From an optimization exercise on the open Yosys and OpenROAD flow, aimed at small area, a short achievable clock period and few clock cycles per item; shortcuts taken in it are not production practice.
Where RTL was checked, it was by simulation tests only, not by an equivalence proof against the original.

## plc_blk_codec
module plc_blk_codec (
    input  wire        clk,
    input  wire        rst,
    input  wire        tx_cmd_valid,
    output wire        tx_cmd_ready,
    input  wire [15:0] tx_cmd_ssn,
    input  wire [8:0]  tx_cmd_boff,
    input  wire        tx_cmd_bflag,
    input  wire        tx_cmd_long,
    input  wire        tx_in_valid,
    output wire        tx_in_ready,
    input  wire [31:0] tx_in_data,
    output wire        tx_out_valid,
    input  wire        tx_out_ready,
    output wire [31:0] tx_out_data,
    output wire        tx_out_last,
    input  wire        rx_in_valid,
    output wire        rx_in_ready,
    input  wire [31:0] rx_in_data,
    input  wire        rx_in_long,
    output wire        rx_res_valid,
    input  wire        rx_res_ready,
    output wire        rx_res_ok,
    output wire        rx_res_fmterr,
    output wire [31:0] rx_res_hdr
);
    plc_blk_tx u_tx (
        .clk(clk), .rst(rst),
        .cmd_valid(tx_cmd_valid), .cmd_ready(tx_cmd_ready),
        .cmd_ssn(tx_cmd_ssn), .cmd_boff(tx_cmd_boff),
        .cmd_bflag(tx_cmd_bflag), .cmd_long(tx_cmd_long),
        .in_valid(tx_in_valid), .in_ready(tx_in_ready), .in_data(tx_in_data),
  ...
clock: 5.0 ns
lec_check: 0
cap_margin: 20
core_margin: 2
core_utilization: 40
place_density: 0.6
setup_slack_margin: 3.0
slew_margin: 20
dont_use_cells: sky130_fd_sc_hd__xor3_1 sky130_fd_sc_hd__xor3_2 sky130_fd_sc_hd__xor3_4 sky130_fd_sc_hd__xnor3_1 sky130_fd_sc_hd__xnor3_2 sky130_fd_sc_hd__xnor3_4
standard.sh (not shown) runs the stock make flow with config.mk's settings and CLKGATE_MAP_FILE= SYNTH_SCRIPT=/design/flow/synth_recipe.tcl, a recipe that flattens the netlist after the stock synthesis.
==> flow/flow/run.sh <==
#!/bin/bash
# Standard ORFS layout with a few extra ORFS settings passed to make.
set -euo pipefail
# keep three-input XOR cells out of the mapping: two-input XORs are smaller
# and faster for the CRC networks
echo 'export DONT_USE_CELLS = sky130_fd_sc_hd__xor3_1 sky130_fd_sc_hd__xor3_2 sky130_fd_sc_hd__xor3_4 sky130_fd_sc_hd__xnor3_1 sky130_fd_sc_hd__xnor3_2 sky130_fd_sc_hd__xnor3_4' >> config.mk
bash standard.sh BUFFER_PORTS_ARGS=-buffer_cell\ sky130_fd_sc_hd__buf_2 finish > standard.log 2>&1
==> next run, changes <==
SETUP_SLACK_MARGIN = 2.6   (was 3.0)
The new run produced a clean layout.
Routed wire length falls by about 30%.
Area after synthesis stays the same.
Fmax rises by about 0.8%.
Final area falls by 25%.
Flip-flop and latch count is unchanged.
==> next run, changes <==
CORE_UTILIZATION = 60   (was 40)
PLACE_DENSITY = 0.75   (was 0.6)
Global-route usage goes up by 9.6 points.
Design area shrinks by 1.7%.
Die area falls by 33%.
Worst setup slack loses 37 ps.
Synthesized area does not change.
==> next run, changes <==
==> flow/run.sh (new file) <==
#!/bin/bash
# synth_recipe.tcl (not shown) runs the flow's synth.tcl, then flattens the netlist and writes it again
# the make line also repeats each setting of config.mk as NAME=value (left out here)
make -C /OpenROAD-flow-scripts/flow DESIGN_CONFIG=/design/flow/config.mk WORK_HOME=/design/flow/orfs CLKGATE_MAP_FILE= SYNTH_SCRIPT=/design/flow/synth_recipe.tcl finish
CORE_UTILIZATION = 40   (was 60)
DONT_USE_CELLS = unset   (was sky130_fd_sc_hd__xor3_1 sky130_fd_sc_hd__xor3_2 sky130_fd_sc_hd__xor3_4 sky130_fd_sc_hd__xnor3_1 sky130_fd_sc_hd__xnor3_2 sky130_fd_sc_hd__xnor3_4)
PLACE_DENSITY = 0.6   (was 0.75)
SETUP_SLACK_MARGIN = 2.0   (was 2.6)
removed: flow/flow/run.sh
removed: flow/standard.sh
Effect:
- routed wire length climbs by 0.53%
- global-route usage drops by 10 points
- maximum frequency drops by 14%
- synthesized cell count drops by 11%
- worst hold slack degrades by 7.8 ps
- cell count drops by 0.54%
- sequential share of layout area drops by 1.7 points
No run of this note included a check of the RTL's function; only the layout flow was run.

---

Another version of the RTL of plc_blk_codec (not shown whole).
Size: ~1200 cells after synthesis, ~160 flip-flops, ~170 I/O pins, ~11000 sq um of cells after synthesis.
==> flow/config.mk <==
export PLATFORM = sky130hd
export DESIGN_NAME = plc_blk_codec
export DESIGN_NICKNAME = plc_blk_codec
export VERILOG_FILES = /design/flow/design.v
export SDC_FILE = /design/flow/constraint.sdc
export NUM_CORES = 4
export LEC_CHECK = 0
export CAP_MARGIN = 20
export CORE_MARGIN = 2
export CORE_UTILIZATION = 50
export CTS_BUF_LIST = sky130_fd_sc_hd__clkbuf_8 sky130_fd_sc_hd__clkbuf_16
export CTS_CLUSTER_DIAMETER = 400
export CTS_CLUSTER_SIZE = 50
export PLACE_DENSITY = 0.7
export SETUP_SLACK_MARGIN = 2.65
export SLEW_MARGIN = 20
export DONT_USE_CELLS = sky130_fd_sc_hd__xor3_1 sky130_fd_sc_hd__xor3_2 sky130_fd_sc_hd__xor3_4 sky130_fd_sc_hd__xnor3_1 sky130_fd_sc_hd__xnor3_2 sky130_fd_sc_hd__xnor3_4
==> flow/constraint.sdc <==
create_clock -name core_clock -period 5.0 [get_ports {clk}]
set_input_delay 1.0000 -clock core_clock [delete_from_list [all_inputs] [get_ports {clk}]]
set_output_delay 1.0000 -clock core_clock [all_outputs]
set_load 0.01 [all_outputs]
==> flow/flow/run.sh <==
#!/bin/bash
# Standard ORFS layout with a few extra ORFS settings passed to make.
set -euo pipefail
# keep three-input XOR cells out of the mapping: two-input XORs are smaller
# and faster for the CRC networks
echo 'export DONT_USE_CELLS = sky130_fd_sc_hd__xor3_1 sky130_fd_sc_hd__xor3_2 sky130_fd_sc_hd__xor3_4 sky130_fd_sc_hd__xnor3_1 sky130_fd_sc_hd__xnor3_2 sky130_fd_sc_hd__xnor3_4' >> config.mk
bash standard.sh BUFFER_PORTS_ARGS=-buffer_cell\ sky130_fd_sc_hd__buf_1 finish > standard.log 2>&1
The first run went through all stages and came out clean.
Testbench counts at the start, summed over its fixed seeds: cycles 5,579, items 96.
Then changed:
--- a/flow/flow/run.sh
+++ b/flow/flow/run.sh
@@ -6,2 +6,2 @@
 echo 'export DONT_USE_CELLS = sky130_fd_sc_hd__xor3_1 sky130_fd_sc_hd__xor3_2 sky130_fd_sc_hd__xor3_4 sky130_fd_sc_hd__xnor3_1 sky130_fd_sc_hd__xnor3_2 sky130_fd_sc_hd__xnor3_4' >> config.mk
-bash standard.sh BUFFER_PORTS_ARGS=-buffer_cell\ sky130_fd_sc_hd__buf_1 finish > standard.log 2>&1
+bash standard.sh BUFFER_PORTS_ARGS=-buffer_cell\ sky130_fd_sc_hd__buf_1 RECOVER_POWER=100 finish > standard.log 2>&1
CTS_BUF_LIST = sky130_fd_sc_hd__clkbuf_4 sky130_fd_sc_hd__clkbuf_8   (was sky130_fd_sc_hd__clkbuf_8 sky130_fd_sc_hd__clkbuf_16)
CTS_CLUSTER_DIAMETER = not set   (was 400)
CTS_CLUSTER_SIZE = 20   (was 50)
Effect: The new run completed and failed the layout checks on max-capacitance violations, max-slew violations. Global-route usage is lower by 0.23 points. Cell area is lower by 3.1%. Fmax is lower by 29%. Routed wire length is lower by 1.3%. Synthesized cell count does not change.
Then changed:
--- a/flow/flow/run.sh
+++ b/flow/flow/run.sh
@@ -6,2 +6,2 @@
 echo 'export DONT_USE_CELLS = sky130_fd_sc_hd__xor3_1 sky130_fd_sc_hd__xor3_2 sky130_fd_sc_hd__xor3_4 sky130_fd_sc_hd__xnor3_1 sky130_fd_sc_hd__xnor3_2 sky130_fd_sc_hd__xnor3_4' >> config.mk
-bash standard.sh BUFFER_PORTS_ARGS=-buffer_cell\ sky130_fd_sc_hd__buf_1 RECOVER_POWER=100 finish > standard.log 2>&1
+bash standard.sh POST_FLOORPLAN_TCL=$PWD/flow/downsize.tcl BUFFER_PORTS_ARGS=-buffer_cell\ sky130_fd_sc_hd__buf_1 REMOVE_ABC_BUFFERS=1 finish > standard.log 2>&1
==> flow/flow/downsize.tcl (new file) <==
# After floorplanning: put every XOR/XNOR cell back to its smallest size.
# Synthesis upsizes some of them without wire information; the timing
# repairs after placement and clock tree upsize again where it is needed.
set n 0
foreach inst [[ord::get_db_block] getInsts] {
  set m [[$inst getMaster] getName]
  if {[regexp {^(sky130_fd_sc_hd__x(n)?or2)_[24]$} $m -> base]} {
    replace_cell [$inst getName] ${base}_1
    incr n
  }
}
puts "downsize.tcl: resized $n XOR cells to size 1"
- The new run finished with timing, DRC and antenna clean
- sequential share of layout area drops by 0.42 points
- final area climbs by 1.4%
- area after synthesis stays the same
- critical path depth drops by 1
- setup slack gains 0.98 ns
- non-clock buffer count climbs by 11
- die area stays the same
Then changed:
==> flow/flow/run.sh (replaced) <==
#!/bin/bash
# Standard ORFS layout with a few extra ORFS settings passed to make.
set -euo pipefail
# keep three-input XOR cells out of the mapping: two-input XORs are smaller
# and faster for the CRC networks
echo 'export DONT_USE_CELLS = sky130_fd_sc_hd__xor3_1 sky130_fd_sc_hd__xor3_2 sky130_fd_sc_hd__xor3_4 sky130_fd_sc_hd__xnor3_1 sky130_fd_sc_hd__xnor3_2 sky130_fd_sc_hd__xnor3_4' >> config.mk
bash standard.sh BUFFER_PORTS_ARGS=-buffer_cell\ sky130_fd_sc_hd__buf_1 REMOVE_ABC_BUFFERS=1 finish > standard.log 2>&1
removed: flow/flow/downsize.tcl
- The changed run finished clean
- via count grows by 0.54%
- wire length grows by 1.8%
- core utilization grows by 0.64 points
- worst setup slack is better by 0.057 ns
- synthesized area stays the same
- count of clock-buffer cells in the layout shrinks by 1
- synthesized cell count does not change
- design area grows by 1.2%
- critical path depth shrinks by 3
- maximum frequency grows by 2.4%
Then changed:
--- a/flow/flow/run.sh
+++ b/flow/flow/run.sh
@@ -6,2 +6,2 @@
 echo 'export DONT_USE_CELLS = sky130_fd_sc_hd__xor3_1 sky130_fd_sc_hd__xor3_2 sky130_fd_sc_hd__xor3_4 sky130_fd_sc_hd__xnor3_1 sky130_fd_sc_hd__xnor3_2 sky130_fd_sc_hd__xnor3_4' >> config.mk
-bash standard.sh BUFFER_PORTS_ARGS=-buffer_cell\ sky130_fd_sc_hd__buf_1 REMOVE_ABC_BUFFERS=1 finish > standard.log 2>&1
+bash standard.sh BUFFER_PORTS_ARGS=-buffer_cell\ sky130_fd_sc_hd__buf_1 finish > standard.log 2>&1
SETUP_SLACK_MARGIN = 2.58   (was 2.65)
The new run completed with no timing, DRC or antenna violations.
Fmax is about the same.
Synthesized area stays the same.
Setup slack is about the same.
Synthesized cell count is unchanged.
Cell count shrinks by 0.50%.
Routed wire length drops by 2.8%.
Design area goes down by 0.80%.
Clock-buffer cell count is higher by 5.
Utilization decreases by 0.46 points.

port drivers added, routing unchanged:
The results above use ideal ports. As a check the final layouts listed here were re-extracted and re-timed, cells and wires unchanged. Step 1 (the two cells are an assumption about what drives the block):
set clk [get_ports {clk}]
set_driving_cell -lib_cell sky130_fd_sc_hd__clkbuf_16 $clk
set_driving_cell -lib_cell sky130_fd_sc_hd__buf_2 [delete_from_list [all_inputs] $clk]
Step 2 adds t to the input delays and takes it off the output delays; t is the mean of the earliest and latest rising clock arrival at the registers after step 1. Input paths then give back, and output paths get back, about the clock's delay inside the block. a / b / c = ideal / step 1 / step 2; a / b = the first two.
run	t, ns	setup WS [ns]	hold WS [ns]	worst setup path after step 2	clock arrival spread, ns
the first run of note 1	0.508	2.619 / 2.619 / 2.386	0.473 / 0.473 / 0.473	input to register	0.016 / 0.016
the second run of note 1	0.499	2.638 / 2.638 / 2.318	0.476 / 0.476 / 0.476	input to register	0.013 / 0.013
the third run of note 1	0.492	2.600 / 2.600 / 2.295	0.470 / 0.470 / 0.470	input to register	0.014 / 0.014
the fourth run of note 1	0.489	2.220 / 2.245 / 1.756	0.462 / 0.462 / 0.462	input to register	0.017 / 0.016
the first run of note 2	0.477	2.570 / 2.532 / 2.354	0.463 / 0.463 / 0.463	input to register	0.017 / 0.016
the second run of note 2	0.503	1.572 / 1.572 / 1.572	0.467 / 0.467 / 0.467	register to register	0.022 / 0.022
the third run of note 2	0.516	2.552 / 2.543 / 2.317	0.478 / 0.478 / 0.478	input to register	0.030 / 0.031
the fourth run of note 2	0.527	2.609 / 2.575 / 2.234	0.485 / 0.485 / 0.485	input to register	0.018 / 0.018
the fifth run of note 2	0.490	2.608 / 2.580 / 2.295	0.466 / 0.466 / 0.466	input to register	0.019 / 0.019
For the fourth run of note 1, which loses most, drivers alone change the setup slack by +0.025 ns; drivers and shift together by -0.464 ns.
